Background: an optimization exercise with open tools, aiming at small area, a short achievable clock period and few clock cycles. Do not read the settings as production practice. In this exercise RTL edits were held to simulation tests only and were not proved equivalent to the original.

--- design/flow/flow/run.sh ---
#!/bin/bash
set -euo pipefail
bash standard.sh SETUP_SLACK_MARGIN=8.5 finish > make_finish.log 2>&1
--- design/flow/standard.sh ---
#!/bin/bash
# synth_recipe.tcl (not shown) runs the flow's synth.tcl, then flattens the netlist and writes it again
# the make line also repeats each setting of config.mk as NAME=value (left out here)
make -C /OpenROAD-flow-scripts/flow DESIGN_CONFIG=/design/flow/config.mk WORK_HOME=/design/flow/orfs CLKGATE_MAP_FILE= SYNTH_SCRIPT=/design/flow/synth_recipe.tcl "${@:-finish}"
--- design/flow/config.mk ---
export PLATFORM = sky130hd
export DESIGN_NAME = vpha_hash
export DESIGN_NICKNAME = vpha_hash
export VERILOG_FILES = /design/flow/design.v
export SDC_FILE = /design/flow/constraint.sdc
export NUM_CORES = 4
export LEC_CHECK = 0
export ABC_CLOCK_PERIOD_IN_PS = 3000
export CAP_MARGIN = 20
export CORE_MARGIN = 2
export CORE_UTILIZATION = 65
export CTS_CLUSTER_DIAMETER = 100
export CTS_CLUSTER_SIZE = 22
export SLEW_MARGIN = 20
export TNS_END_PERCENT = 0
--- design/flow/constraint.sdc ---
create_clock -name core_clock -period 12.0 [get_ports {clk}]
set_input_delay 2.4000 -clock core_clock [delete_from_list [all_inputs] [get_ports {clk}]]
set_output_delay 2.4000 -clock core_clock [all_outputs]
set_load 0.01 [all_outputs]
--- design/flow/design.v ---
module vpha_hash (
    input  wire         clk,
    input  wire         rst,        
    input  wire         start,      
    input  wire [31:0]  len,        
    output reg          busy,
    output reg          done,
    output wire [31:0]  result,
    output reg          rd_req,
    output wire [31:0]  rd_addr,    
    output wire [5:0]   rd_len,     
    input  wire         rd_ready,
    input  wire         rd_valid,
    input  wire [255:0] rd_data     
);
    reg [31:0]  h;             
    reg [1:0]   m;             
    reg [27:0]  blk;           
    reg [27:0]  rhi;           
    reg [3:0]   llo;           
    reg [2:0]   qlast;         
    reg         nslot;         
    reg         fdone;         
    reg         flast;         
    reg         fin;           
    reg         outst;         
    reg         lds;           
    reg [127:0] buf0, buf1;    
    reg [1:0]   full;          
    reg [4:0]   rlen;          
    reg [2:0]   p;             
    reg         pdone;         
    reg [23:0]  prev;          
    reg [31:0]  x0, x1;        
    reg         xv, xl;        
    assign result  = h;
    assign rd_addr = {blk, 4'd0};
    assign rd_len  = {1'b0, rlen};
    wire [255:0] bufw = {buf1, buf0};
    wire [31:0]  w    = bufw[32*p +: 32];
    wire [7:0] w0 = w[7:0],    w1 = w[15:8],  w2 = w[23:16], w3 = w[31:24];
    wire [7:0] p1 = prev[7:0], p2 = prev[15:8], p3 = prev[23:16];
    reg  [7:0] v0, v1, v2, v3;
    always @(*) begin
        case (m)
            2'd0:    begin v0 = w0; v1 = w1; v2 = w2; v3 = w3; end
            2'd1:    begin v0 = p3; v1 = w0; v2 = w1; v3 = w2; end
            2'd2:    begin v0 = p2; v1 = p3; v2 = w0; v3 = w1; end
            default: begin v0 = p1; v1 = p2; v2 = p3; v3 = w0; end
        endcase
    end
    wire [31:0] x0_n, x1_n;
    wire [31:0] h_n;
    vpha_word_sum  u_ws (.v0(v0), .v1(v1), .v2(v2), .v3(v3), .s0(x0_n), .s1(x1_n));
    vpha_state_sum u_ss (.h(h), .x0(x0), .x1(x1), .s(h_n));
    wire go    = busy & full[p[2]] & ~pdone;        
    wire wlast = fin & (p == qlast);                
    wire       vld    = rd_valid & outst;
    wire       full0a = vld & ~lds | full[0] & ~(go & (p == 3'd3));
    wire       full1a = vld &  lds | full[1] & ~(go & (p == 3'd7));
    wire [2:0] p_a    = go ? p + 3'd1 : p;
    wire       full0r = full[0] & ~(go & (p == 3'd3));
    wire       full1r = full[1] & ~(go & (p == 3'd7));
    wire       slot_free = nslot ? (~full1r | (p_a[2] & p_a[1]))
                                 : (~full0r | (~p_a[2] & p_a[1]));
    wire       can_req = busy & ~fdone & ~rd_req & (~outst | rd_valid) & slot_free;
    wire       r1     = (rhi == 28'd1);
    wire       r2     = (rhi == 28'd2);
    wire       last   = r1 | (r2 & (llo == 4'd0));    
    always @(posedge clk) begin
        xv <= go & ~rst;
        xl <= wlast;
        x0 <= x0_n;
        x1 <= x1_n;
    end
    always @(posedge clk) begin
        if (vld & ~lds) buf0 <= rd_data[127:0];
        if (vld &  lds) buf1 <= rd_data[127:0];
    end
    always @(posedge clk) begin
        if (rst) begin
            busy   <= 1'b0;
            done   <= 1'b0;
            rd_req <= 1'b0;
            outst  <= 1'b0;
            full   <= 2'b00;
            fdone  <= 1'b1;
            pdone  <= 1'b1;
        end else if (start & ~busy) begin
            done  <= (len == 32'd0);
            busy  <= (len != 32'd0);
            m     <= -len[1:0];
            case (len[1:0])
                2'd0:    h <= 32'h00000001;    
                2'd3:    h <= 32'hBDEF7BDF;    
                2'd2:    h <= 32'hCC520C41;    
                default: h <= 32'hD50AE79F;    
            endcase
            blk   <= 28'd0;
            rhi   <= len[31:4];
            llo   <= len[3:0];
            qlast <= len[4:2] - {2'b00, (len[1:0] == 2'd0)};
            nslot <= 1'b1;
            fin   <= 1'b0;
            full  <= 2'b00;
            p     <= 3'd0;
            pdone <= (len == 32'd0);
            prev  <= 24'd0;
            rd_req <= (len != 32'd0);
            rlen  <= (len[31:4] != 28'd0) ? 5'd16 : {1'b0, len[3:0]};
            lds   <= 1'b0;
            fdone <= (len[31:4] == 28'd0) | ((len[31:4] == 28'd1) & (len[3:0] == 4'd0));
            flast <= (len[31:4] == 28'd0) | ((len[31:4] == 28'd1) & (len[3:0] == 4'd0));
        end else begin
            if (go) begin
                prev <= w[31:8];
                p    <= p + 3'd1;
                if (wlast) pdone <= 1'b1;
            end
            if (xv) begin
                h <= h_n;
                if (xl) begin
                    busy <= 1'b0;
                    done <= 1'b1;
                end
            end
            full <= {full1a, full0a};
            if (vld) begin
                outst <= 1'b0;
                if (flast) fin <= 1'b1;
            end
            if (rd_req & rd_ready) begin
                rd_req <= 1'b0;
                outst  <= 1'b1;
            end
            if (can_req) begin
                rd_req <= 1'b1;
                rlen   <= r1 ? {1'b0, llo} : 5'd16;
                lds    <= nslot;
                nslot  <= ~nslot;
                flast  <= last;
                fdone  <= last;
                blk    <= blk + 28'd1;
                rhi    <= rhi - 28'd1;
            end
        end
    end
endmodule
module vpha_word_sum (
    input  wire [7:0] v0,
    input  wire [7:0] v1,
    input  wire [7:0] v2,
    input  wire [7:0] v3,
    output wire [31:0] s0,
    output wire [31:0] s1
);
    wire t_1 = 1'b1 ^ v1[5];
    wire t_2 = 1'b1 & v1[5];
    wire t_3 = 1'b1 ^ v1[6] ^ v2[1];
    wire t_4 = (1'b1 & v1[6]) | (1'b1 & v2[1]) | (v1[6] & v2[1]);
    wire t_5 = v3[6] ^ ~v0[1];
    wire t_6 = v3[6] & ~v0[1];
    wire t_7 = 1'b1 ^ v0[0] ^ v1[7];
    wire t_8 = (1'b1 & v0[0]) | (1'b1 & v1[7]) | (v0[0] & v1[7]);
    wire t_9 = v2[2] ^ v3[7] ^ ~v0[2];
    wire t_10 = (v2[2] & v3[7]) | (v2[2] & ~v0[2]) | (v3[7] & ~v0[2]);
    wire t_11 = ~v0[7] ^ ~v1[1];
    wire t_12 = ~v0[7] & ~v1[1];
    wire t_13 = v0[1] ^ v2[3];
    wire t_14 = v0[1] & v2[3];
    wire t_15 = 1'b1 ^ v0[0];
    wire t_16 = 1'b1 & v0[0];
    wire t_17 = v0[1] ^ v0[4];
    wire t_18 = v0[1] & v0[4];
    wire t_19 = 1'b1 ^ v0[2] ^ v0[5];
    wire t_20 = (1'b1 & v0[2]) | (1'b1 & v0[5]) | (v0[2] & v0[5]);
    wire t_21 = v1[2] ^ v2[7];
    wire t_22 = v1[2] & v2[7];
    wire t_23 = 1'b1 ^ v0[3] ^ v0[6];
    wire t_24 = (1'b1 & v0[3]) | (1'b1 & v0[6]) | (v0[3] & v0[6]);
    wire t_25 = 1'b1 ^ v1[1];
    wire t_26 = 1'b1 & v1[1];
    wire t_27 = v1[2] ^ v3[2];
    wire t_28 = v1[2] & v3[2];
    wire t_29 = v1[3] ^ v3[3];
    wire t_30 = v1[3] & v3[3];
    wire t_31 = v1[4] ^ v3[4];
    wire t_32 = v1[4] & v3[4];
    wire t_33 = v2[0] ^ v3[5] ^ ~v0[0];
    wire t_34 = (v2[0] & v3[5]) | (v2[0] & ~v0[0]) | (v3[5] & ~v0[0]);
    wire t_35 = ~v0[5] ^ ~v2[5];
    wire t_36 = ~v0[5] & ~v2[5];
    wire t_37 = ~v0[6] ^ ~v1[0] ^ ~v2[6];
    wire t_38 = (~v0[6] & ~v1[0]) | (~v0[6] & ~v2[6]) | (~v1[0] & ~v2[6]);
    wire t_39 = t_2 ^ t_5 ^ t_3;
    wire t_40 = (t_2 & t_5) | (t_2 & t_3) | (t_5 & t_3);
    wire t_41 = ~v2[7] ^ t_6 ^ t_11;
    wire t_42 = (~v2[7] & t_6) | (~v2[7] & t_11) | (t_6 & t_11);
    wire t_43 = t_4 ^ t_7 ^ t_9;
    wire t_44 = (t_4 & t_7) | (t_4 & t_9) | (t_7 & t_9);
    wire t_45 = ~v0[3] ^ ~v1[2] ^ t_12;
    wire t_46 = (~v0[3] & ~v1[2]) | (~v0[3] & t_12) | (~v1[2] & t_12);
    wire t_47 = t_13 ^ t_8 ^ t_10;
    wire t_48 = (t_13 & t_8) | (t_13 & t_10) | (t_8 & t_10);
    wire t_49 = 1'b1 ^ v0[2] ^ v2[4];
    wire t_50 = (1'b1 & v0[2]) | (1'b1 & v2[4]) | (v0[2] & v2[4]);
    wire t_51 = ~v0[4] ^ ~v1[3] ^ t_14;
    wire t_52 = (~v0[4] & ~v1[3]) | (~v0[4] & t_14) | (~v1[3] & t_14);
    wire t_53 = v0[3] ^ v1[0] ^ v2[5];
    wire t_54 = (v0[3] & v1[0]) | (v0[3] & v2[5]) | (v1[0] & v2[5]);
    wire t_55 = ~v0[5] ^ ~v1[4] ^ t_15;
    wire t_56 = (~v0[5] & ~v1[4]) | (~v0[5] & t_15) | (~v1[4] & t_15);
    wire t_57 = v1[1] ^ v2[6] ^ ~v0[6];
    wire t_58 = (v1[1] & v2[6]) | (v1[1] & ~v0[6]) | (v2[6] & ~v0[6]);
    wire t_59 = ~v1[5] ^ t_16 ^ t_17;
    wire t_60 = (~v1[5] & t_16) | (~v1[5] & t_17) | (t_16 & t_17);
    wire t_61 = ~v0[0] ^ ~v0[7] ^ ~v1[6];
    wire t_62 = (~v0[0] & ~v0[7]) | (~v0[0] & ~v1[6]) | (~v0[7] & ~v1[6]);
    wire t_63 = t_18 ^ t_21 ^ t_19;
    wire t_64 = (t_18 & t_21) | (t_18 & t_19) | (t_21 & t_19);
    wire t_65 = v1[3] ^ ~v0[1] ^ ~v1[7];
    wire t_66 = (v1[3] & ~v0[1]) | (v1[3] & ~v1[7]) | (~v0[1] & ~v1[7]);
    wire t_67 = t_22 ^ t_20 ^ t_23;
    wire t_68 = (t_22 & t_20) | (t_22 & t_23) | (t_20 & t_23);
    wire t_69 = v0[4] ^ v0[7] ^ v1[4];
    wire t_70 = (v0[4] & v0[7]) | (v0[4] & v1[4]) | (v0[7] & v1[4]);
    wire t_71 = ~v0[2] ^ t_24;
    wire t_72 = ~v0[2] & t_24;
    wire t_73 = 1'b1 ^ v0[0] ^ v0[5];
    wire t_74 = (1'b1 & v0[0]) | (1'b1 & v0[5]) | (v0[0] & v0[5]);
    wire t_75 = v1[5] ^ ~v0[3];
    wire t_76 = v1[5] & ~v0[3];
    wire t_77 = 1'b1 ^ v0[1] ^ v0[6];
    wire t_78 = (1'b1 & v0[1]) | (1'b1 & v0[6]) | (v0[1] & v0[6]);
    wire t_79 = v1[6] ^ ~v0[4];
    wire t_80 = v1[6] & ~v0[4];
    wire t_81 = v0[2] ^ v0[7] ^ v1[7];
    wire t_82 = (v0[2] & v0[7]) | (v0[2] & v1[7]) | (v0[7] & v1[7]);
    wire t_83 = v1[0] ^ v3[0];
    wire t_84 = v1[0] & v3[0];
    wire t_85 = v3[1] ^ ~v0[1] ^ ~v2[1];
    wire t_86 = (v3[1] & ~v0[1]) | (v3[1] & ~v2[1]) | (~v0[1] & ~v2[1]);
    wire t_87 = ~v0[2] ^ ~v2[2] ^ t_26;
    wire t_88 = (~v0[2] & ~v2[2]) | (~v0[2] & t_26) | (~v2[2] & t_26);
    wire t_89 = ~v0[3] ^ ~v2[3] ^ t_28;
    wire t_90 = (~v0[3] & ~v2[3]) | (~v0[3] & t_28) | (~v2[3] & t_28);
    wire t_91 = ~v0[4] ^ ~v2[4] ^ t_30;
    wire t_92 = (~v0[4] & ~v2[4]) | (~v0[4] & t_30) | (~v2[4] & t_30);
    wire t_93 = t_32 ^ t_1 ^ t_35;
    wire t_94 = (t_32 & t_1) | (t_32 & t_35) | (t_1 & t_35);
    wire t_95 = t_36 ^ t_34 ^ t_37;
    wire t_96 = (t_36 & t_34) | (t_36 & t_37) | (t_34 & t_37);
    wire t_97 = t_38 ^ t_41 ^ t_40;
    wire t_98 = (t_38 & t_41) | (t_38 & t_40) | (t_41 & t_40);
    wire t_99 = t_45 ^ t_42 ^ t_44;
    wire t_100 = (t_45 & t_42) | (t_45 & t_44) | (t_42 & t_44);
    wire t_101 = t_49 ^ t_46 ^ t_51;
    wire t_102 = (t_49 & t_46) | (t_49 & t_51) | (t_46 & t_51);
    wire t_103 = t_50 ^ t_53 ^ t_52;
    wire t_104 = (t_50 & t_53) | (t_50 & t_52) | (t_53 & t_52);
    wire t_105 = t_54 ^ t_57 ^ t_56;
    wire t_106 = (t_54 & t_57) | (t_54 & t_56) | (t_57 & t_56);
    wire t_107 = t_58 ^ t_61 ^ t_60;
    wire t_108 = (t_58 & t_61) | (t_58 & t_60) | (t_61 & t_60);
    wire t_109 = t_62 ^ t_65 ^ t_64;
    wire t_110 = (t_62 & t_65) | (t_62 & t_64) | (t_65 & t_64);
    wire t_111 = t_66 ^ t_69 ^ t_71;
    wire t_112 = (t_66 & t_69) | (t_66 & t_71) | (t_69 & t_71);
    wire t_113 = t_75 ^ t_70 ^ t_73;
    wire t_114 = (t_75 & t_70) | (t_75 & t_73) | (t_70 & t_73);
    wire t_115 = t_76 ^ t_79 ^ t_74;
    wire t_116 = (t_76 & t_79) | (t_76 & t_74) | (t_79 & t_74);
    wire t_117 = ~v0[5] ^ t_80 ^ t_78;
    wire t_118 = (~v0[5] & t_80) | (~v0[5] & t_78) | (t_80 & t_78);
    wire t_119 = v0[3] ^ ~v0[6];
    wire t_120 = v0[3] & ~v0[6];
    wire t_121 = ~v0[0] ^ ~v2[0];
    wire t_122 = ~v0[0] & ~v2[0];
    wire t_123 = t_84 ^ t_25 ^ t_85;
    wire t_124 = (t_84 & t_25) | (t_84 & t_85) | (t_25 & t_85);
    wire t_125 = t_27 ^ t_86 ^ t_87;
    wire t_126 = (t_27 & t_86) | (t_27 & t_87) | (t_86 & t_87);
    wire t_127 = t_29 ^ t_88 ^ t_89;
    wire t_128 = (t_29 & t_88) | (t_29 & t_89) | (t_88 & t_89);
    wire t_129 = t_31 ^ t_90 ^ t_91;
    wire t_130 = (t_31 & t_90) | (t_31 & t_91) | (t_90 & t_91);
    wire t_131 = t_33 ^ t_92 ^ t_93;
    wire t_132 = (t_33 & t_92) | (t_33 & t_93) | (t_92 & t_93);
    wire t_133 = t_94 ^ t_39 ^ t_95;
    wire t_134 = (t_94 & t_39) | (t_94 & t_95) | (t_39 & t_95);
    wire t_135 = t_96 ^ t_43 ^ t_97;
    wire t_136 = (t_96 & t_43) | (t_96 & t_97) | (t_43 & t_97);
    wire t_137 = t_47 ^ t_98 ^ t_99;
    wire t_138 = (t_47 & t_98) | (t_47 & t_99) | (t_98 & t_99);
    wire t_139 = t_48 ^ t_101 ^ t_100;
    wire t_140 = (t_48 & t_101) | (t_48 & t_100) | (t_101 & t_100);
    wire t_141 = t_55 ^ t_102 ^ t_103;
    wire t_142 = (t_55 & t_102) | (t_55 & t_103) | (t_102 & t_103);
    wire t_143 = t_59 ^ t_104 ^ t_105;
    wire t_144 = (t_59 & t_104) | (t_59 & t_105) | (t_104 & t_105);
    wire t_145 = t_63 ^ t_106 ^ t_107;
    wire t_146 = (t_63 & t_106) | (t_63 & t_107) | (t_106 & t_107);
    wire t_147 = t_67 ^ t_108 ^ t_109;
    wire t_148 = (t_67 & t_108) | (t_67 & t_109) | (t_108 & t_109);
    wire t_149 = t_68 ^ t_111 ^ t_110;
    wire t_150 = (t_68 & t_111) | (t_68 & t_110) | (t_111 & t_110);
    wire t_151 = t_72 ^ t_113 ^ t_112;
    wire t_152 = (t_72 & t_113) | (t_72 & t_112) | (t_113 & t_112);
    wire t_153 = t_77 ^ t_114 ^ t_115;
    wire t_154 = (t_77 & t_114) | (t_77 & t_115) | (t_114 & t_115);
    wire t_155 = t_81 ^ t_116 ^ t_117;
    wire t_156 = (t_81 & t_116) | (t_81 & t_117) | (t_116 & t_117);
    wire t_157 = t_119 ^ t_82 ^ t_118;
    wire t_158 = (t_119 & t_82) | (t_119 & t_118) | (t_82 & t_118);
    wire t_159 = v0[4] ^ ~v0[7] ^ t_120;
    wire t_160 = (v0[4] & ~v0[7]) | (v0[4] & t_120) | (~v0[7] & t_120);
    wire t_161 = 1'b1 ^ v0[5];
    wire t_162 = 1'b1 & v0[5];
    wire t_163 = 1'b1 ^ v0[6];
    wire t_164 = 1'b1 & v0[6];
    wire t_165 = 1'b1 ^ v0[7];
    wire t_166 = 1'b1 & v0[7];
    assign s0 = {1'b1, 1'b1, 1'b1, 1'b1, 1'b1, 1'b1, 1'b1, 1'b1, 1'b1, t_165, t_163, t_161, t_159, t_157, t_155, t_153, t_151, t_149, t_147, t_145, t_143, t_141, t_139, t_137, t_135, t_133, t_131, t_129, t_127, t_125, t_123, t_83};
    assign s1 = {1'b0, 1'b0, 1'b0, 1'b0, 1'b0, 1'b0, 1'b0, 1'b0, t_166, t_164, t_162, t_160, t_158, t_156, t_154, t_152, t_150, t_148, t_146, t_144, t_142, t_140, t_138, t_136, t_134, t_132, t_130, t_128, t_126, t_124, t_122, t_121};
endmodule
module vpha_state_sum (
    input  wire [31:0] h,
    input  wire [31:0] x0,
    input  wire [31:0] x1,
    output wire [31:0] s
);
    wire t_1 = h[17] ^ h[4];
    wire t_2 = h[17] & h[4];
    wire t_3 = h[18] ^ h[5] ^ x0[18];
    wire t_4 = (h[18] & h[5]) | (h[18] & x0[18]) | (h[5] & x0[18]);
    wire t_5 = h[19] ^ h[6] ^ x0[19];
    wire t_6 = (h[19] & h[6]) | (h[19] & x0[19]) | (h[6] & x0[19]);
    wire t_7 = h[0] ^ h[20] ^ h[7];
    wire t_8 = (h[0] & h[20]) | (h[0] & h[7]) | (h[20] & h[7]);
    wire t_9 = x0[20] ^ x1[20];
    wire t_10 = x0[20] & x1[20];
    wire t_11 = h[1] ^ h[21] ^ h[8];
    wire t_12 = (h[1] & h[21]) | (h[1] & h[8]) | (h[21] & h[8]);
    wire t_13 = x0[21] ^ x1[21] ^ ~h[10];
    wire t_14 = (x0[21] & x1[21]) | (x0[21] & ~h[10]) | (x1[21] & ~h[10]);
    wire t_15 = h[22] ^ h[2] ^ h[9];
    wire t_16 = (h[22] & h[2]) | (h[22] & h[9]) | (h[2] & h[9]);
    wire t_17 = x0[22] ^ x1[22] ^ ~h[11];
    wire t_18 = (x0[22] & x1[22]) | (x0[22] & ~h[11]) | (x1[22] & ~h[11]);
    wire t_19 = h[10] ^ h[23] ^ h[3];
    wire t_20 = (h[10] & h[23]) | (h[10] & h[3]) | (h[23] & h[3]);
    wire t_21 = x0[23] ^ x1[23] ^ ~h[12];
    wire t_22 = (x0[23] & x1[23]) | (x0[23] & ~h[12]) | (x1[23] & ~h[12]);
    wire t_23 = h[11] ^ h[24] ^ h[4];
    wire t_24 = (h[11] & h[24]) | (h[11] & h[4]) | (h[24] & h[4]);
    wire t_25 = x0[24] ^ x1[24] ^ ~h[13];
    wire t_26 = (x0[24] & x1[24]) | (x0[24] & ~h[13]) | (x1[24] & ~h[13]);
    wire t_27 = h[12] ^ h[25] ^ h[5];
    wire t_28 = (h[12] & h[25]) | (h[12] & h[5]) | (h[25] & h[5]);
    wire t_29 = x0[25] ^ x1[25] ^ ~h[14];
    wire t_30 = (x0[25] & x1[25]) | (x0[25] & ~h[14]) | (x1[25] & ~h[14]);
    wire t_31 = h[13] ^ h[26] ^ h[6];
    wire t_32 = (h[13] & h[26]) | (h[13] & h[6]) | (h[26] & h[6]);
    wire t_33 = x0[26] ^ x1[26] ^ ~h[15];
    wire t_34 = (x0[26] & x1[26]) | (x0[26] & ~h[15]) | (x1[26] & ~h[15]);
    wire t_35 = h[14] ^ h[27] ^ h[7];
    wire t_36 = (h[14] & h[27]) | (h[14] & h[7]) | (h[27] & h[7]);
    wire t_37 = x0[27] ^ x1[27] ^ ~h[10];
    wire t_38 = (x0[27] & x1[27]) | (x0[27] & ~h[10]) | (x1[27] & ~h[10]);
    wire t_39 = h[15] ^ h[28] ^ h[8];
    wire t_40 = (h[15] & h[28]) | (h[15] & h[8]) | (h[28] & h[8]);
    wire t_41 = x0[28] ^ x1[28] ^ ~h[11];
    wire t_42 = (x0[28] & x1[28]) | (x0[28] & ~h[11]) | (x1[28] & ~h[11]);
    wire t_43 = h[16] ^ h[29] ^ h[9];
    wire t_44 = (h[16] & h[29]) | (h[16] & h[9]) | (h[29] & h[9]);
    wire t_45 = x0[29] ^ x1[29] ^ ~h[12];
    wire t_46 = (x0[29] & x1[29]) | (x0[29] & ~h[12]) | (x1[29] & ~h[12]);
    wire t_47 = h[10] ^ h[17] ^ h[30];
    wire t_48 = (h[10] & h[17]) | (h[10] & h[30]) | (h[17] & h[30]);
    wire t_49 = x0[30] ^ x1[30] ^ ~h[13];
    wire t_50 = (x0[30] & x1[30]) | (x0[30] & ~h[13]) | (x1[30] & ~h[13]);
    wire t_51 = h[11] ^ h[18] ^ h[31];
    wire t_52 = (h[11] & h[18]) | (h[11] & h[31]) | (h[18] & h[31]);
    wire t_53 = x0[31] ^ x1[31] ^ ~h[14];
    wire t_54 = (x0[31] & x1[31]) | (x0[31] & ~h[14]) | (x1[31] & ~h[14]);
    wire t_55 = h[11] ^ x0[11];
    wire t_56 = h[11] & x0[11];
    wire t_57 = h[12] ^ x0[12] ^ x1[12];
    wire t_58 = (h[12] & x0[12]) | (h[12] & x1[12]) | (x0[12] & x1[12]);
    wire t_59 = h[0] ^ h[13] ^ x0[13];
    wire t_60 = (h[0] & h[13]) | (h[0] & x0[13]) | (h[13] & x0[13]);
    wire t_61 = x1[13] ^ ~h[2];
    wire t_62 = x1[13] & ~h[2];
    wire t_63 = h[14] ^ h[1] ^ x0[14];
    wire t_64 = (h[14] & h[1]) | (h[14] & x0[14]) | (h[1] & x0[14]);
    wire t_65 = x1[14] ^ ~h[3] ^ ~h[7];
    wire t_66 = (x1[14] & ~h[3]) | (x1[14] & ~h[7]) | (~h[3] & ~h[7]);
    wire t_67 = h[15] ^ h[2] ^ x0[15];
    wire t_68 = (h[15] & h[2]) | (h[15] & x0[15]) | (h[2] & x0[15]);
    wire t_69 = x1[15] ^ ~h[4] ^ ~h[8];
    wire t_70 = (x1[15] & ~h[4]) | (x1[15] & ~h[8]) | (~h[4] & ~h[8]);
    wire t_71 = h[16] ^ h[3] ^ x0[16];
    wire t_72 = (h[16] & h[3]) | (h[16] & x0[16]) | (h[3] & x0[16]);
    wire t_73 = x1[16] ^ ~h[5] ^ ~h[9];
    wire t_74 = (x1[16] & ~h[5]) | (x1[16] & ~h[9]) | (~h[5] & ~h[9]);
    wire t_75 = x0[17] ^ x1[17] ^ ~h[0];
    wire t_76 = (x0[17] & x1[17]) | (x0[17] & ~h[0]) | (x1[17] & ~h[0]);
    wire t_77 = ~h[10] ^ ~h[6] ^ t_1;
    wire t_78 = (~h[10] & ~h[6]) | (~h[10] & t_1) | (~h[6] & t_1);
    wire t_79 = x1[18] ^ ~h[11] ^ ~h[1];
    wire t_80 = (x1[18] & ~h[11]) | (x1[18] & ~h[1]) | (~h[11] & ~h[1]);
    wire t_81 = ~h[7] ^ t_2 ^ t_3;
    wire t_82 = (~h[7] & t_2) | (~h[7] & t_3) | (t_2 & t_3);
    wire t_83 = x1[19] ^ ~h[12] ^ ~h[2];
    wire t_84 = (x1[19] & ~h[12]) | (x1[19] & ~h[2]) | (~h[12] & ~h[2]);
    wire t_85 = ~h[8] ^ t_4 ^ t_5;
    wire t_86 = (~h[8] & t_4) | (~h[8] & t_5) | (t_4 & t_5);
    wire t_87 = ~h[13] ^ ~h[3] ^ ~h[9];
    wire t_88 = (~h[13] & ~h[3]) | (~h[13] & ~h[9]) | (~h[3] & ~h[9]);
    wire t_89 = t_9 ^ t_6 ^ t_7;
    wire t_90 = (t_9 & t_6) | (t_9 & t_7) | (t_6 & t_7);
    wire t_91 = ~h[14] ^ ~h[4] ^ t_10;
    wire t_92 = (~h[14] & ~h[4]) | (~h[14] & t_10) | (~h[4] & t_10);
    wire t_93 = t_8 ^ t_11 ^ t_13;
    wire t_94 = (t_8 & t_11) | (t_8 & t_13) | (t_11 & t_13);
    wire t_95 = ~h[15] ^ ~h[5] ^ t_12;
    wire t_96 = (~h[15] & ~h[5]) | (~h[15] & t_12) | (~h[5] & t_12);
    wire t_97 = t_14 ^ t_15 ^ t_17;
    wire t_98 = (t_14 & t_15) | (t_14 & t_17) | (t_15 & t_17);
    wire t_99 = ~h[16] ^ ~h[6] ^ t_16;
    wire t_100 = (~h[16] & ~h[6]) | (~h[16] & t_16) | (~h[6] & t_16);
    wire t_101 = t_18 ^ t_19 ^ t_21;
    wire t_102 = (t_18 & t_19) | (t_18 & t_21) | (t_19 & t_21);
    wire t_103 = ~h[17] ^ ~h[7] ^ t_20;
    wire t_104 = (~h[17] & ~h[7]) | (~h[17] & t_20) | (~h[7] & t_20);
    wire t_105 = t_22 ^ t_23 ^ t_25;
    wire t_106 = (t_22 & t_23) | (t_22 & t_25) | (t_23 & t_25);
    wire t_107 = ~h[18] ^ ~h[8] ^ t_24;
    wire t_108 = (~h[18] & ~h[8]) | (~h[18] & t_24) | (~h[8] & t_24);
    wire t_109 = t_26 ^ t_27 ^ t_29;
    wire t_110 = (t_26 & t_27) | (t_26 & t_29) | (t_27 & t_29);
    wire t_111 = ~h[19] ^ ~h[9] ^ t_28;
    wire t_112 = (~h[19] & ~h[9]) | (~h[19] & t_28) | (~h[9] & t_28);
    wire t_113 = t_30 ^ t_31 ^ t_33;
    wire t_114 = (t_30 & t_31) | (t_30 & t_33) | (t_31 & t_33);
    wire t_115 = ~h[16] ^ ~h[20] ^ t_32;
    wire t_116 = (~h[16] & ~h[20]) | (~h[16] & t_32) | (~h[20] & t_32);
    wire t_117 = t_34 ^ t_35 ^ t_37;
    wire t_118 = (t_34 & t_35) | (t_34 & t_37) | (t_35 & t_37);
    wire t_119 = ~h[17] ^ ~h[21] ^ t_36;
    wire t_120 = (~h[17] & ~h[21]) | (~h[17] & t_36) | (~h[21] & t_36);
    wire t_121 = t_38 ^ t_39 ^ t_41;
    wire t_122 = (t_38 & t_39) | (t_38 & t_41) | (t_39 & t_41);
    wire t_123 = ~h[18] ^ ~h[22] ^ t_40;
    wire t_124 = (~h[18] & ~h[22]) | (~h[18] & t_40) | (~h[22] & t_40);
    wire t_125 = t_42 ^ t_43 ^ t_45;
    wire t_126 = (t_42 & t_43) | (t_42 & t_45) | (t_43 & t_45);
    wire t_127 = ~h[19] ^ ~h[23] ^ t_44;
    wire t_128 = (~h[19] & ~h[23]) | (~h[19] & t_44) | (~h[23] & t_44);
    wire t_129 = t_46 ^ t_47 ^ t_49;
    wire t_130 = (t_46 & t_47) | (t_46 & t_49) | (t_47 & t_49);
    wire t_131 = ~h[20] ^ ~h[24] ^ t_48;
    wire t_132 = (~h[20] & ~h[24]) | (~h[20] & t_48) | (~h[24] & t_48);
    wire t_133 = t_50 ^ t_51 ^ t_53;
    wire t_134 = (t_50 & t_51) | (t_50 & t_53) | (t_51 & t_53);
    wire t_135 = h[7] ^ x0[7];
    wire t_136 = h[7] & x0[7];
    wire t_137 = h[8] ^ x0[8] ^ x1[8];
    wire t_138 = (h[8] & x0[8]) | (h[8] & x1[8]) | (x0[8] & x1[8]);
    wire t_139 = h[9] ^ x0[9] ^ x1[9];
    wire t_140 = (h[9] & x0[9]) | (h[9] & x1[9]) | (x0[9] & x1[9]);
    wire t_141 = h[10] ^ x0[10] ^ x1[10];
    wire t_142 = (h[10] & x0[10]) | (h[10] & x1[10]) | (x0[10] & x1[10]);
    wire t_143 = x1[11] ^ ~h[0] ^ ~h[4];
    wire t_144 = (x1[11] & ~h[0]) | (x1[11] & ~h[4]) | (~h[0] & ~h[4]);
    wire t_145 = ~h[1] ^ ~h[5] ^ t_56;
    wire t_146 = (~h[1] & ~h[5]) | (~h[1] & t_56) | (~h[5] & t_56);
    wire t_147 = ~h[6] ^ t_61 ^ t_58;
    wire t_148 = (~h[6] & t_61) | (~h[6] & t_58) | (t_61 & t_58);
    wire t_149 = t_62 ^ t_60 ^ t_63;
    wire t_150 = (t_62 & t_60) | (t_62 & t_63) | (t_60 & t_63);
    wire t_151 = t_64 ^ t_66 ^ t_67;
    wire t_152 = (t_64 & t_66) | (t_64 & t_67) | (t_66 & t_67);
    wire t_153 = t_68 ^ t_70 ^ t_71;
    wire t_154 = (t_68 & t_70) | (t_68 & t_71) | (t_70 & t_71);
    wire t_155 = t_72 ^ t_74 ^ t_75;
    wire t_156 = (t_72 & t_74) | (t_72 & t_75) | (t_74 & t_75);
    wire t_157 = t_76 ^ t_79 ^ t_78;
    wire t_158 = (t_76 & t_79) | (t_76 & t_78) | (t_79 & t_78);
    wire t_159 = t_80 ^ t_83 ^ t_82;
    wire t_160 = (t_80 & t_83) | (t_80 & t_82) | (t_83 & t_82);
    wire t_161 = t_84 ^ t_87 ^ t_86;
    wire t_162 = (t_84 & t_87) | (t_84 & t_86) | (t_87 & t_86);
    wire t_163 = t_88 ^ t_91 ^ t_90;
    wire t_164 = (t_88 & t_91) | (t_88 & t_90) | (t_91 & t_90);
    wire t_165 = t_92 ^ t_95 ^ t_94;
    wire t_166 = (t_92 & t_95) | (t_92 & t_94) | (t_95 & t_94);
    wire t_167 = t_96 ^ t_99 ^ t_98;
    wire t_168 = (t_96 & t_99) | (t_96 & t_98) | (t_99 & t_98);
    wire t_169 = t_100 ^ t_103 ^ t_102;
    wire t_170 = (t_100 & t_103) | (t_100 & t_102) | (t_103 & t_102);
    wire t_171 = t_104 ^ t_107 ^ t_106;
    wire t_172 = (t_104 & t_107) | (t_104 & t_106) | (t_107 & t_106);
    wire t_173 = t_108 ^ t_111 ^ t_110;
    wire t_174 = (t_108 & t_111) | (t_108 & t_110) | (t_111 & t_110);
    wire t_175 = t_112 ^ t_115 ^ t_114;
    wire t_176 = (t_112 & t_115) | (t_112 & t_114) | (t_115 & t_114);
    wire t_177 = t_116 ^ t_119 ^ t_118;
    wire t_178 = (t_116 & t_119) | (t_116 & t_118) | (t_119 & t_118);
    wire t_179 = t_120 ^ t_123 ^ t_122;
    wire t_180 = (t_120 & t_123) | (t_120 & t_122) | (t_123 & t_122);
    wire t_181 = t_124 ^ t_127 ^ t_126;
    wire t_182 = (t_124 & t_127) | (t_124 & t_126) | (t_127 & t_126);
    wire t_183 = t_128 ^ t_131 ^ t_130;
    wire t_184 = (t_128 & t_131) | (t_128 & t_130) | (t_131 & t_130);
    wire t_185 = h[0] ^ x0[0];
    wire t_186 = h[0] & x0[0];
    wire t_187 = h[1] ^ x0[1] ^ x1[1];
    wire t_188 = (h[1] & x0[1]) | (h[1] & x1[1]) | (x0[1] & x1[1]);
    wire t_189 = h[2] ^ x0[2] ^ x1[2];
    wire t_190 = (h[2] & x0[2]) | (h[2] & x1[2]) | (x0[2] & x1[2]);
    wire t_191 = h[3] ^ x0[3] ^ x1[3];
    wire t_192 = (h[3] & x0[3]) | (h[3] & x1[3]) | (x0[3] & x1[3]);
    wire t_193 = h[4] ^ x0[4] ^ x1[4];
    wire t_194 = (h[4] & x0[4]) | (h[4] & x1[4]) | (x0[4] & x1[4]);
    wire t_195 = h[5] ^ x0[5] ^ x1[5];
    wire t_196 = (h[5] & x0[5]) | (h[5] & x1[5]) | (x0[5] & x1[5]);
    wire t_197 = h[6] ^ x0[6] ^ x1[6];
    wire t_198 = (h[6] & x0[6]) | (h[6] & x1[6]) | (x0[6] & x1[6]);
    wire t_199 = x1[7] ^ ~h[0] ^ t_135;
    wire t_200 = (x1[7] & ~h[0]) | (x1[7] & t_135) | (~h[0] & t_135);
    wire t_201 = ~h[1] ^ t_136 ^ t_137;
    wire t_202 = (~h[1] & t_136) | (~h[1] & t_137) | (t_136 & t_137);
    wire t_203 = ~h[2] ^ t_138 ^ t_139;
    wire t_204 = (~h[2] & t_138) | (~h[2] & t_139) | (t_138 & t_139);
    wire t_205 = ~h[3] ^ t_140 ^ t_141;
    wire t_206 = (~h[3] & t_140) | (~h[3] & t_141) | (t_140 & t_141);
    wire t_207 = t_55 ^ t_142 ^ t_143;
    wire t_208 = (t_55 & t_142) | (t_55 & t_143) | (t_142 & t_143);
    wire t_209 = t_144 ^ t_57 ^ t_145;
    wire t_210 = (t_144 & t_57) | (t_144 & t_145) | (t_57 & t_145);
    wire t_211 = t_59 ^ t_146 ^ t_147;
    wire t_212 = (t_59 & t_146) | (t_59 & t_147) | (t_146 & t_147);
    wire t_213 = t_65 ^ t_148 ^ t_149;
    wire t_214 = (t_65 & t_148) | (t_65 & t_149) | (t_148 & t_149);
    wire t_215 = t_69 ^ t_150 ^ t_151;
    wire t_216 = (t_69 & t_150) | (t_69 & t_151) | (t_150 & t_151);
    wire t_217 = t_73 ^ t_152 ^ t_153;
    wire t_218 = (t_73 & t_152) | (t_73 & t_153) | (t_152 & t_153);
    wire t_219 = t_77 ^ t_154 ^ t_155;
    wire t_220 = (t_77 & t_154) | (t_77 & t_155) | (t_154 & t_155);
    wire t_221 = t_156 ^ t_81 ^ t_157;
    wire t_222 = (t_156 & t_81) | (t_156 & t_157) | (t_81 & t_157);
    wire t_223 = t_85 ^ t_158 ^ t_159;
    wire t_224 = (t_85 & t_158) | (t_85 & t_159) | (t_158 & t_159);
    wire t_225 = t_89 ^ t_160 ^ t_161;
    wire t_226 = (t_89 & t_160) | (t_89 & t_161) | (t_160 & t_161);
    wire t_227 = t_93 ^ t_162 ^ t_163;
    wire t_228 = (t_93 & t_162) | (t_93 & t_163) | (t_162 & t_163);
    wire t_229 = t_97 ^ t_164 ^ t_165;
    wire t_230 = (t_97 & t_164) | (t_97 & t_165) | (t_164 & t_165);
    wire t_231 = t_101 ^ t_166 ^ t_167;
    wire t_232 = (t_101 & t_166) | (t_101 & t_167) | (t_166 & t_167);
    wire t_233 = t_105 ^ t_168 ^ t_169;
    wire t_234 = (t_105 & t_168) | (t_105 & t_169) | (t_168 & t_169);
    wire t_235 = t_109 ^ t_170 ^ t_171;
    wire t_236 = (t_109 & t_170) | (t_109 & t_171) | (t_170 & t_171);
    wire t_237 = t_113 ^ t_172 ^ t_173;
    wire t_238 = (t_113 & t_172) | (t_113 & t_173) | (t_172 & t_173);
    wire t_239 = t_117 ^ t_174 ^ t_175;
    wire t_240 = (t_117 & t_174) | (t_117 & t_175) | (t_174 & t_175);
    wire t_241 = t_121 ^ t_176 ^ t_177;
    wire t_242 = (t_121 & t_176) | (t_121 & t_177) | (t_176 & t_177);
    wire t_243 = t_125 ^ t_178 ^ t_179;
    wire t_244 = (t_125 & t_178) | (t_125 & t_179) | (t_178 & t_179);
    wire t_245 = t_129 ^ t_180 ^ t_181;
    wire t_246 = (t_129 & t_180) | (t_129 & t_181) | (t_180 & t_181);
    wire t_247 = t_133 ^ t_182 ^ t_183;
    wire t_248 = (t_133 & t_182) | (t_133 & t_183) | (t_182 & t_183);
    assign s = {t_247, t_245, t_243, t_241, t_239, t_237, t_235, t_233, t_231, t_229, t_227, t_225, t_223, t_221, t_219, t_217, t_215, t_213, t_211, t_209, t_207, t_205, t_203, t_201, t_199, t_197, t_195, t_193, t_191, t_189, t_187, x1[0]} + {t_246, t_244, t_242, t_240, t_238, t_236, t_234, t_232, t_230, t_228, t_226, t_224, t_222, t_220, t_218, t_216, t_214, t_212, t_210, t_208, t_206, t_204, t_202, t_200, t_198, t_196, t_194, t_192, t_190, t_188, t_186, t_185};
endmodule
==> results of run 1 <==
flip-flops by register name, indices dropped and copies added, names as in the netlist, 5 cells and up:
register  flops
buf0        128
buf1        128
h            32
blk          28
rhi          28
prev         24
x1           24
x0           23
rlen          5
metal layers:
| metal | track usage (%) | up-vias | share of wire, % |
|---|---|---|---|
| li1 | - | 7030 | - |
| met5 | 0 | - | 0 |
| met4 | 12.5 | 0 | 4.8 |
| met1 | 37.7 | 7604 | 39 |
| met2 | 52.0 | 553 | 51 |
| met3 | 3.21 | 146 | 5.7 |
area by class of cell:
class	instances	area, um2	share of cell area, %
Multi-Input combinational cell	1089	10600	36.8
Clock inverter	1	16.3	0.0565
Inverter	248	953	3.31
Clock buffer	43	714	2.48
Timing Repair Buffer	322	3140	10.9
Tap cell	468	586	2.03
Sequential cell	445	12800	44.4
kinds of logic after synthesis:
group                      Yosys count  share of synthesized area (%)
and+or+nand+nor                    415                           7.86
AOI/OAI and AO/OA                  242                           6.15
DFF                                445                           52.7
buffers and inverters              325                           5.23
adders and majority gates          235                           17.1
muxes                              115                           8.14
other                                1                         0.0155
xor gates and xnor gates            77                           2.78
metrics by stage:
step           setup WS, ps  area [um2]  utilization [%]  hold slack (ps)
5_1_grt                7520       28800             78.5              546
3_5_place_dp           6590       27000             73.7              482
4_1_cts                7700       28800             78.4              499
3_3_place_gp           6600       27000             73.7              459
2_1_floorplan          7230       24300                -              446
6_report               7640       28800             78.5              499
worst max-delay path, stage by stage, from the launching register on:
cell and delay (ps):
edfxtp_1 500, buf_6 170, clkinvlp_4 120, buf_4 160
fa_1 540, inv_1 60, fa_1 480, fa_1 490
inv_1 70, ha_4 280, a21o_1 230, a21o_1 190
a221o_1 330, a21o_1 210, a311o_1 320, nand3_1 80
cells in the final DEF, fill, tap and decap left out, types with 8 or more instances in the layout:
cell / Yosys / layout
ha_1: 75 / 59
nand3_1: 38 / 38
mux2i_1: 34 / 33
buf_6: 0 / 9
nor4_1: 16 / 15
edfxtp_1: 388 / 388
ha_4: 0 / 15
clkdlybuf4s50_1: 0 / 228
nand4_1: 11 / 11
a21oi_1: 64 / 60
clkbuf_16: 0 / 26
xor2_1: 27 / 27
a21o_1: 26 / 26
buf_4: 11 / 73
nor3_1: 19 / 16
clkbuf_1: 43 / 17
a31oi_1: 13 / 11
o21ai_0: 81 / 66
dfxtp_1: 57 / 57
fa_2: 0 / 12
and3_1: 12 / 9
mux2_2: 17 / 17
fa_1: 160 / 148
xnor2_1: 50 / 50
or3_1: 12 / 12
nand2_1: 164 / 163
and2_1: 10 / 8
nor2_1: 99 / 96
nand2b_1: 8 / 8
inv_2: 1 / 15
mux4_2: 64 / 64
inv_1: 246 / 224
o21ai_1: 0 / 11
worst paths after layout:
check / from / to / slack, ps / cells past startpoint
hold / removal: done$_SDFFE_PP0P_ / done$_SDFFE_PP0P_ / 500 / 2
setup / recovery: h[4]$_DFFE_PP_ / h[28]$_DFFE_PP_ / 7640 / 15
hold reg to reg: done$_SDFFE_PP0P_ / done$_SDFFE_PP0P_ / 500 / 2
setup reg to reg: h[4]$_DFFE_PP_ / h[28]$_DFFE_PP_ / 7640 / 15
what timing repair did:
action / CTS / global route
pin swaps: 59 / 6
hold buffers: 0 / 0
resized for setup: 120 / 8
endpoints found under the setup margin: 596 / 596
buffers inserted: 67 / 1
cloned: 2 / 0
==> notes.md, run 1 <==
status=complete, no violations; synth cell count leaders=edfxtp_1 (388), inv_1 (246), nand2_1 (164), fa_1 (160), nor2_1 (99); GRT Total Usage=between 20% and 30%; initial antenna violation count=0; Root Buffer=clkbuf_16; Detail Route Antenna Nets=0; synthesized area per cell=13.1 um2; Critical Path RT=between 10000 and 15000 ps; Most used DFF post-synth=edfxtp_1; DP Wirelength=roughly 39000 um; DP Cell Count=approximately 2500; Longest Clk Path Bufs=3; final cell count without fillers=2616; Pins Over Slew Limit=0; Yosys top cell area share=between 40 and 50%; Mapped Cells=between 1500 and 2000; Fin Setup TNS=0 ps; fin crit share=between 30% and 40%; top-count cell post-synth=edfxtp_1; CP arrival=about 4800 ps; total number of vias=~15000; Post-synth EDFFs=just under 400; Initial Utilization=66.1%; height of the die=197 um; largest net degree at the start of global routing=100; # rows=70; Max-Cap Viols=0; Mapped Area=24300 um2; htree depth=1; Sink Count=approximately 450; per-cell routed wire length=between 20 and 25 um; count of warnings emitted by yosys=1; fin nets=around 2700; Synth area leader=edfxtp_1; # fillers=between 2000 and 2500; clock latency (worst-skew pair)=~570 ps; drc violations=0; drt initial violations=around 970; Seq/Total Area, Yosys=between 50% and 60%; TritonRoute pass-1 iters=5; Worst Hold Class=reg -> reg; Worst-Margin Slew=962 ps; gpl congestion=0.928; Clock Skew=22.5 ps; Rel. slew slack=a little over a third; Max FO, Critical Path=5; WL final=around 55000 um; Setup CP Type=reg -> reg; Synth async-reset ratio=0%; Die X-Extent=197 um; GRT Residual Overflow=0; CTS tree=yes; distinct cell type count after synthesis=71; highest clock rate=229 MHz; first-pass GRT wire length=just under 90000 um; Vias/cell=5.86; post-synthesis register bit count=~450; RSZ-0062 raised after global routing=true; minimum clock period=4360 ps; die area=between 30000 and 40000 um2; synth top area cells=edfxtp_1 (48%), fa_1 (13%), mux4_2 (5.9%); final hold violations=0; Ports=approximately 370; Setup violations, final=0; core box area=36700 um2; Startpoint Class=flip-flop; crit end category=flip-flop; I/O Buffers=between 200 and 250; n_diodes=0; clock-pin slew on the worst setup and hold paths=90 ps; vias in the first global route=approximately 16000; CTS Buf Count=24; share of cells above drive strength 1=a little over an eighth; Area Overhead vs Synth=18.7%
Testbench counts, summed over its fixed seeds: cycles 23,130.
==> run 2: changes to the inputs <==
--- a/design/flow/design.v
+++ b/design/flow/design.v
@@ -15,5 +15,4 @@
 );
     reg [31:0]  h;             
-    reg [1:0]   m;             
     reg [27:0]  blk;           
     reg [27:0]  rhi;           
@@ -22,17 +21,16 @@
     reg         nslot;         
     reg         fdone;         
-    reg         flast;         
-    reg         fin;           
     reg         outst;         
-    reg         lds;           
     reg [127:0] buf0, buf1;    
     reg [1:0]   full;          
     reg [4:0]   rlen;          
     reg [2:0]   p;             
-    reg         pdone;         
     reg [23:0]  prev;          
     reg [31:0]  x0, x1;        
     reg         xv, xl;        
     assign result  = h;
+    wire [1:0] m   = -llo[1:0];                 
+    wire       lds = ~nslot;                    
+    wire       fin = fdone & ~outst & ~rd_req;  
     assign rd_addr = {blk, 4'd0};
     assign rd_len  = {1'b0, rlen};
@@ -54,5 +52,5 @@
     vpha_word_sum  u_ws (.v0(v0), .v1(v1), .v2(v2), .v3(v3), .s0(x0_n), .s1(x1_n));
     vpha_state_sum u_ss (.h(h), .x0(x0), .x1(x1), .s(h_n));
-    wire go    = busy & full[p[2]] & ~pdone;        
+    wire go    = busy & full[p[2]] & ~(xv & xl);   
     wire wlast = fin & (p == qlast);                
     wire       vld    = rd_valid & outst;
@@ -86,9 +84,7 @@
             full   <= 2'b00;
             fdone  <= 1'b1;
-            pdone  <= 1'b1;
         end else if (start & ~busy) begin
             done  <= (len == 32'd0);
             busy  <= (len != 32'd0);
-            m     <= -len[1:0];
             case (len[1:0])
                 2'd0:    h <= 32'h00000001;    
@@ -102,19 +98,14 @@
             qlast <= len[4:2] - {2'b00, (len[1:0] == 2'd0)};
             nslot <= 1'b1;
-            fin   <= 1'b0;
             full  <= 2'b00;
             p     <= 3'd0;
-            pdone <= (len == 32'd0);
             prev  <= 24'd0;
             rd_req <= (len != 32'd0);
             rlen  <= (len[31:4] != 28'd0) ? 5'd16 : {1'b0, len[3:0]};
-            lds   <= 1'b0;
             fdone <= (len[31:4] == 28'd0) | ((len[31:4] == 28'd1) & (len[3:0] == 4'd0));
-            flast <= (len[31:4] == 28'd0) | ((len[31:4] == 28'd1) & (len[3:0] == 4'd0));
         end else begin
             if (go) begin
                 prev <= w[31:8];
                 p    <= p + 3'd1;
-                if (wlast) pdone <= 1'b1;
             end
             if (xv) begin
@@ -128,5 +119,4 @@
             if (vld) begin
                 outst <= 1'b0;
-                if (flast) fin <= 1'b1;
             end
             if (rd_req & rd_ready) begin
@@ -137,7 +127,5 @@
                 rd_req <= 1'b1;
                 rlen   <= r1 ? {1'b0, llo} : 5'd16;
-                lds    <= nslot;
                 nslot  <= ~nslot;
-                flast  <= last;
                 fdone  <= last;
                 blk    <= blk + 28'd1;
--- a/design/flow/config.mk
+++ b/design/flow/config.mk
@@ -9,5 +9,5 @@
 export CAP_MARGIN = 20
 export CORE_MARGIN = 2
-export CORE_UTILIZATION = 65
+export CORE_UTILIZATION = 70
 export CTS_CLUSTER_DIAMETER = 100
 export CTS_CLUSTER_SIZE = 22
==> notes.md, run 2 <==
CTS tree=yes; initial antenna violation count=1 (+1); FF-to-FF path depth=14 (-1); post-synthesis register bit count=440 (-1.1%); largest net degree at the start of global routing=102 (+2.0%); Post-synth EDFFs=384 (-1.0%); Initial Utilization=71.6% (+5.5 points); Yosys top cell area share=47.8% (-0.24 points); I/O Buffers=232 (unchanged); total number of vias=15730 (+2.6%); Top cell by count, worst path=fa_1; most frequent cells in the layout=edfxtp_1 (384), inv_1 (242), clkdlybuf4s50_1 (232); # fillers=1720 (-24%); count of warnings emitted by yosys=1 (unchanged); Worst Hold Class=reg -> reg; Critical Path RT=12290 ps (-140 ps); n_diodes=0 (unchanged); Top Registers=buf0 (128), buf1 (128), h (32); die area=36000 um2 (-7.5%); fin nets=2620 (-1.4%); drt initial violations=1441 (+49%); R2R Setup Slk=7380 ps (-260 ps); DP Wirelength=40000 um (+1.7%); Ports=366 (unchanged); distinct cell type count after synthesis=78 (+9.9%); gpl congestion=0.926 (-0.16%); Worst-Margin Slew=1060 ps (+102 ps); Rel. slew slack=28.4% (-7.0 points); clock-pin slew on the worst setup and hold paths=90 ps (about the same); synth top area cells=edfxtp_1 (48%), fa_1 (13%), mux4_2 (6.0%); Seq/Total Area, Yosys=52.4% (-0.30 points); Startpoint Class=flip-flop; crit-path cells=buf_4, fa_1, fa_2, fa_1, inv_1, fa_1, inv_1, ha_2, and3_4, nand2_1, nor3_2, a2111oi_4, o31a_1, o211ai_1; Fin Setup TNS=0 ps (unchanged); vias in the first global route=16462 (+2.0%); TritonRoute pass-1 iters=6 (+1); Setup violations, final=0 (unchanged); CP arrival=4910 ps (+110 ps); Sink Count=440 (-1.1%); drc violations=0 (unchanged); Vias/cell=6.15 (+4.9%); Die X-Extent=190 um (-3.8%); synthesized area per cell=13.1 um2 (+0.28%); per-cell routed wire length=23.2 um (+9.7%); Root Buffer=clkbuf_16; WL final=59400 um (+7.2%); highest clock rate=216 MHz (-5.6%); Buffers & Inverters on Critical Path=3 (-2); delay-heaviest family, CP=adder cells; Detail Route Antenna Nets=0 (unchanged); final hold violations=0 (unchanged); first-pass GRT wire length=91400 um (+4.3%); Synth area leader=edfxtp_1; final non-filler cell area=28300 um2 (-1.7%); fin crit share=38.5% (+2.2 points); worst hold endpoint=done$_SDFFE_PP0P_; Area Overhead vs Synth=17.4%; # rows=67 (-4.3%); GRT Residual Overflow=0 (unchanged); RSZ-0062 raised after global routing=true; reg2reg start=h[5]$_SDFFCE_PP0P_; share of cells above drive strength 1=12.6% (-1.0 points); crit end category=flip-flop; minimum clock period=4620 ps (+260 ps); most common cell after layout, fill and taps aside=edfxtp_1; Max FO, Critical Path=10 (+5); Setup CP Type=reg -> reg; height of the die=190 um (-3.8%); Mapped Area=24100 um2 (-0.53%); CTS Buf Count=24 (unchanged); Longest Clk Path Bufs=3 (unchanged); worst r2r dst=h[31]$_DFFE_PP_; Max-Cap Viols=0 (unchanged); hold path start=done$_SDFFE_PP0P_; Pins Over Slew Limit=0 (unchanged); GRT Total Usage=33.6% (+4.1 points); Synth async-reset ratio=0% (unchanged); clock latency (worst-skew pair)=580 ps (about the same); synth cell count leaders=edfxtp_1 (384), inv_1 (257), fa_1 (160), nand2_1 (131), nor2_1 (98); top-count cell post-synth=edfxtp_1; Most used DFF post-synth=edfxtp_1; number of buffers inserted by hold repair at cts=0 (unchanged); placed inst area=26900 um2 (-0.64%); Clock Skew=43.0 ps (+20.5 ps); status=complete, no violations; Mapped Cells=1840 (-0.81%); Min-Delay Path Depth=2 (unchanged); CP max stage delay=540 ps (about the same); htree depth=1 (unchanged); core box area=33700 um2 (-8.2%); Worst path slowest cell=fa_1
## run 2: routing by layer
metal / vias up / GRT usage (%) / wire length [um]
li1: 6928 / - / -
met1: 7836 / 43.5 / 22000
met2: 805 / 58.9 / 30600
met3: 159 / 4.54 / 4450
met4: 2 / 12.5 / 2430
met5: - / 0 / 10
## run 2: layout make-up
type	instances	area [um2]	area share [%]
flip-flops and latches	440	12700	44.7
multi-input cells	1073	10500	37.0
repair buffers	295	2890	10.2
inverters	258	980	3.46
clock buffers	41	696	2.46
well taps	448	561	1.98
clock inverters	3	62.6	0.221
## run 2: how the worst max path moves through the flow
| stage | start | to | slack [ps] | depth (start not counted) |
|---|---|---|---|---|
| after detailed placement | start | h[25]$_SDFFCE_PP0P_ | 6480 | 6 |
| after floorplan | rd_valid | buf1[0]$_DFFE_PP_ | 7230 | 2 |
| after global routing | h[5]$_SDFFCE_PP0P_ | h[31]$_DFFE_PP_ | 7290 | 14 |
| final | h[5]$_SDFFCE_PP0P_ | h[31]$_DFFE_PP_ | 7380 | 14 |
| after CTS | h[10]$_DFFE_PP_ | h[31]$_DFFE_PP_ | 7500 | 15 |
| after global placement | start | h[24]$_DFFE_PP_ | 6490 | 6 |
## run 2: cells by family after synthesis
family | after synthesis | synth area share (%)
AOI/OAI and AO/OA | 275 | 7.22
xor gates and xnor gates | 86 | 3.12
adders and majority gates | 235 | 17.2
and+or+nand+nor | 386 | 7.71
other | 1 | 0.0155
muxes | 85 | 6.85
DFF | 440 | 52.4
buffers and inverters | 332 | 5.47
## run 2: worst register-to-register path: cells and delay by family, from the launching register on
kind	cells	cell delay, ps
buf+inv	3	320
flops	1	530
compound gates	3	680
fa+ha+maj	5	2220
simple gates	3	600
## run 2: timing repair
item	4_1_cts	5_1_grt
setup buffers	40	4
resized for setup	75	19
pin swaps	21	5
endpoints found under the setup margin	559	600
cloned	1	1
## run 2: stage by stage
| stage | instances | setup WS (ps) | util, % | hold slack (ps) |
|---|---|---|---|---|
| floorplan | 1844 | 7230 | - | 464 |
| detailed placement | 2468 | 6480 | 79.7 | 484 |
| global placement | 2467 | 6490 | 79.7 | 480 |
| finish | 2558 | 7380 | 84.0 | 496 |
| CTS | 2553 | 7500 | 83.6 | 497 |
| global route | 2558 | 7290 | 84.0 | 532 |
Testbench counts of run 2, summed over its fixed seeds: cycles 23,130.
==> run 3: changes to the inputs <==
--- a/design/flow/config.mk
+++ b/design/flow/config.mk
@@ -9,7 +9,7 @@
 export CAP_MARGIN = 20
 export CORE_MARGIN = 2
-export CORE_UTILIZATION = 70
+export CORE_UTILIZATION = 65
 export CTS_CLUSTER_DIAMETER = 100
 export CTS_CLUSTER_SIZE = 22
 export SLEW_MARGIN = 20
-export TNS_END_PERCENT = 0
+export TNS_END_PERCENT = 5
==> notes.md, run 3 <==
clock-pin slew on the worst setup and hold paths=90 ps (about the same); minimum clock period=4460 ps (-167 ps); share of cells above drive strength 1=22.5% (+9.9 points); Mapped Area=24100 um2 (unchanged); Pins Over Slew Limit=0 (unchanged); status=complete, no violations; Synth area leader=edfxtp_1; Root Buffer=clkbuf_16; I/O Buffers=232 (unchanged); Post-synth EDFFs=384 (unchanged); distinct cell type count after synthesis=78 (unchanged); htree depth=1 (unchanged); count of warnings emitted by yosys=1 (unchanged); Clock Skew=39.9 ps (-3.14 ps); synthesized area per cell=13.1 um2 (unchanged); # rows=70 (+4.5%); clock latency (worst-skew pair)=590 ps (about the same); Top Registers=buf0 (128), buf1 (128), h (32); core box area=36600 um2 (+8.6%); drc violations=0 (unchanged); Worst Hold Class=reg -> reg; drt initial violations=1406 (-2.4%); die area=38700 um2 (+7.5%); placed inst area=26900 um2 (+0.10%); grt met1 use=40.2% (-3.3 points); total number of vias=15908 (+1.1%); Critical Path RT=12290 ps (about the same); Setup violations, final=0 (unchanged); crit end category=flip-flop; Area Overhead vs Synth=25.8%; Fin Setup TNS=0 ps (unchanged); met2 Track Usage GR=54.9% (-4.0 points); Setup CP Type=reg -> reg; worst r2r dst=h[31]$_DFFE_PP_; # fillers=1957 (+14%); FF-to-FF path depth=15 (+1); most frequent cells in the layout=edfxtp_1 (384), clkdlybuf4s50_1 (231), inv_1 (211); synth cell count leaders=edfxtp_1 (384), inv_1 (257), fa_1 (160), nand2_1 (131), nor2_1 (98); R2R Setup Slk=7540 ps (+170 ps); Most used DFF post-synth=edfxtp_1; Multi-input gate area=11200 um2 (+6.6%); Max-Cap Viols=0 (unchanged); Mapped Cells=1840 (unchanged); reg2reg start=h[10]$_DFFE_PP_; final hold violations=0 (unchanged); Yosys top cell area share=47.8% (unchanged); synth top area cells=edfxtp_1 (48%), fa_1 (13%), mux4_2 (6.0%); Ports=366 (unchanged); height of the die=197 um (+3.7%); TritonRoute pass-1 iters=6 (unchanged); CTS tree=yes; GRT Total Usage=31.2% (-2.4 points); Longest Clk Path Bufs=3 (unchanged); most common cell after layout, fill and taps aside=edfxtp_1; first-pass GRT wire length=91800 um (+0.39%); initial antenna violation count=0 (-1); vias in the first global route=16495 (+0.20%); Sink Count=440 (unchanged); top-count cell post-synth=edfxtp_1; hold path start=done$_SDFFE_PP0P_; Worst-Margin Slew=936 ps (-128 ps); RSZ-0062 raised after global routing=true; post-synthesis register bit count=440 (unchanged); CP arrival=4750 ps (-160 ps); Detail Route Antenna Nets=0 (unchanged); Synth async-reset ratio=0% (unchanged); n_diodes=0 (unchanged); Vias/cell=5.92 (-3.8%); WL final=61100 um (+2.8%); Min-Delay Path Depth=2 (unchanged); Startpoint Class=flip-flop; fin crit share=37.1% (-1.4 points); register area=12700 um2 (unchanged); per-cell routed wire length=22.7 um (-2.2%); Max FO, Critical Path=3 (-7); worst hold endpoint=done$_SDFFE_PP0P_; largest net degree at the start of global routing=99 (-2.9%); highest clock rate=224 MHz (+3.7%); GR Util met3=4.18% (-0.36 points); gpl congestion=0.919 (-0.79%); final non-filler cell area=30400 um2 (+7.2%); fin nets=2731 (+4.2%); DP Wirelength=38400 um (-3.9%); busiest layer in global routing=met2; CTS Buf Count=24 (unchanged); Rel. slew slack=37.6% (+9.2 points); GRT Residual Overflow=0 (unchanged); Initial Utilization=65.9% (-5.7 points); Seq/Total Area, Yosys=52.4% (unchanged); Die X-Extent=197 um (+3.7%)
[run 3: cell types whose count changed in the layout (fill, tap and decap cells not counted), sizes merged]
| cell | previous run | this run |
|---|---|---|
| clkdlybuf4s50 | 232 | 231 |
| nor2b | 18 | 17 |
| clkinv | 2 | 1 |
| clkbuf | 42 | 46 |
| buf | 62 | 166 |
| dlymetal6s2s | 0 | 1 |
| bufbuf | 0 | 2 |
| clkinvlp | 1 | 5 |
| bufinv | 1 | 0 |
[run 3: logic make-up (layout without fill, tap and decap cells)]
kind of cell | Yosys count | after routing | synth area share (%)
flops | 440 | 440 | 52.4
compound gates | 275 | 275 | 7.22
mux | 85 | 85 | 6.85
other cells | 1 | 5 | 0.0155
simple gates | 386 | 386 | 7.71
buf+inv | 332 | 709 | 5.47
fa+ha+maj | 235 | 235 | 17.2
xor+xnor | 86 | 86 | 3.12
[run 3: worst max path at each step]
stage / start / end / slack (ps) / cells after the start
detailed placement: h[11]$_DFFE_PP_ / h[31]$_DFFE_PP_ / 6620 / 16
finish: h[10]$_DFFE_PP_ / h[31]$_DFFE_PP_ / 7540 / 15
global route: h[10]$_DFFE_PP_ / h[31]$_DFFE_PP_ / 7420 / 15
floorplan: rd_valid / buf1[0]$_DFFE_PP_ / 7230 / 2
global placement: h[11]$_DFFE_PP_ / h[31]$_DFFE_PP_ / 6650 / 16
CTS: h[10]$_DFFE_PP_ / h[31]$_DFFE_PP_ / 7570 / 15
[run 3: cell type report]
class	count	share of cell area [%]
repair inverters	2	0.0412
inverters	258	3.28
well taps	468	1.93
multi-input cells	1072	36.8
clock buffers	41	2.19
clock inverters	3	0.136
flip-flops and latches	440	41.7
repair buffers	405	14.0
[run 3: routing by layer]
| metal | vias to the layer above | wire (um) |
|---|---|---|
| li1 | 7150 | - |
| met2 | 698 | 31300 |
| met1 | 7911 | 23400 |
| met3 | 149 | 3900 |
| met4 | 0 | 2520 |
| met5 | - | 0 |
[run 3: worst max-delay path, stage by stage (launching register included)]
cell,delay (ps)
edfxtp_1,490
inv_2,110
fa_2,550
inv_2,50
fa_2,380
fa_1,550
fa_1,470
ha_4,270
a21o_1,170
a21o_1,170
a21oi_2,150
nand2b_4,140
a211oi_2,60
a2111oi_2,350
o31a_1,200
o211ai_1,90
[run 3: metrics by stage]
stage / hold slack (ps) / utilization, % / worst slack (ps) / cells
2_1_floorplan: 464 / - / 7230 / 1844
3_3_place_gp: 485 / 73.5 / 6650 / 2490
3_5_place_dp: 481 / 73.5 / 6620 / 2490
4_1_cts: 498 / 81.7 / 7570 / 2671
5_1_grt: 526 / 82.9 / 7420 / 2689
6_report: 500 / 82.9 / 7540 / 2689
[run 3: repair_timing]
item | in CTS | in global routing
resized for setup | 293 | 55
pin swaps | 106 | 28
buffers inserted | 130 | 12
endpoints found under the setup margin | 585 | 537
hold buffers | 0 | 0
gates cloned | 7 | 6

afterwards: timing with drivers on the ports:
How much do the figures lean on ideal ports? The routed layouts below were timed once more, with nothing changed but the port constraints.
Step 1 (the two cells are an assumption about what drives the block):
set clk [get_ports {clk}]
set_driving_cell -lib_cell sky130_fd_sc_hd__clkbuf_16 $clk
set_driving_cell -lib_cell sky130_fd_sc_hd__buf_2 [delete_from_list [all_inputs] $clk]
Step 2 also shifts input and output timing later by t, the mid clock arrival at the registers, as if the neighbouring blocks saw the same clock.
a / b / c = ideal ports / drivers / drivers and shift; a / b = the first two.
run | t, ns | setup slack, ns | hold slack, ns
run 1 | 0.613 | 7.637 / 7.637 / 7.085 | 0.499 / 0.499 / 0.499
run 2 | 0.611 | 7.377 / 7.377 / 6.989 | 0.496 / 0.496 / 0.496
run 3 | 0.620 | 7.544 / 7.544 / 7.498 | 0.500 / 0.500 / 0.500
After both steps setup and hold are still met in every run listed. The setup slack of run 1, which loses most, moves by 0.000 ns with the drivers and by -0.552 ns with both steps.
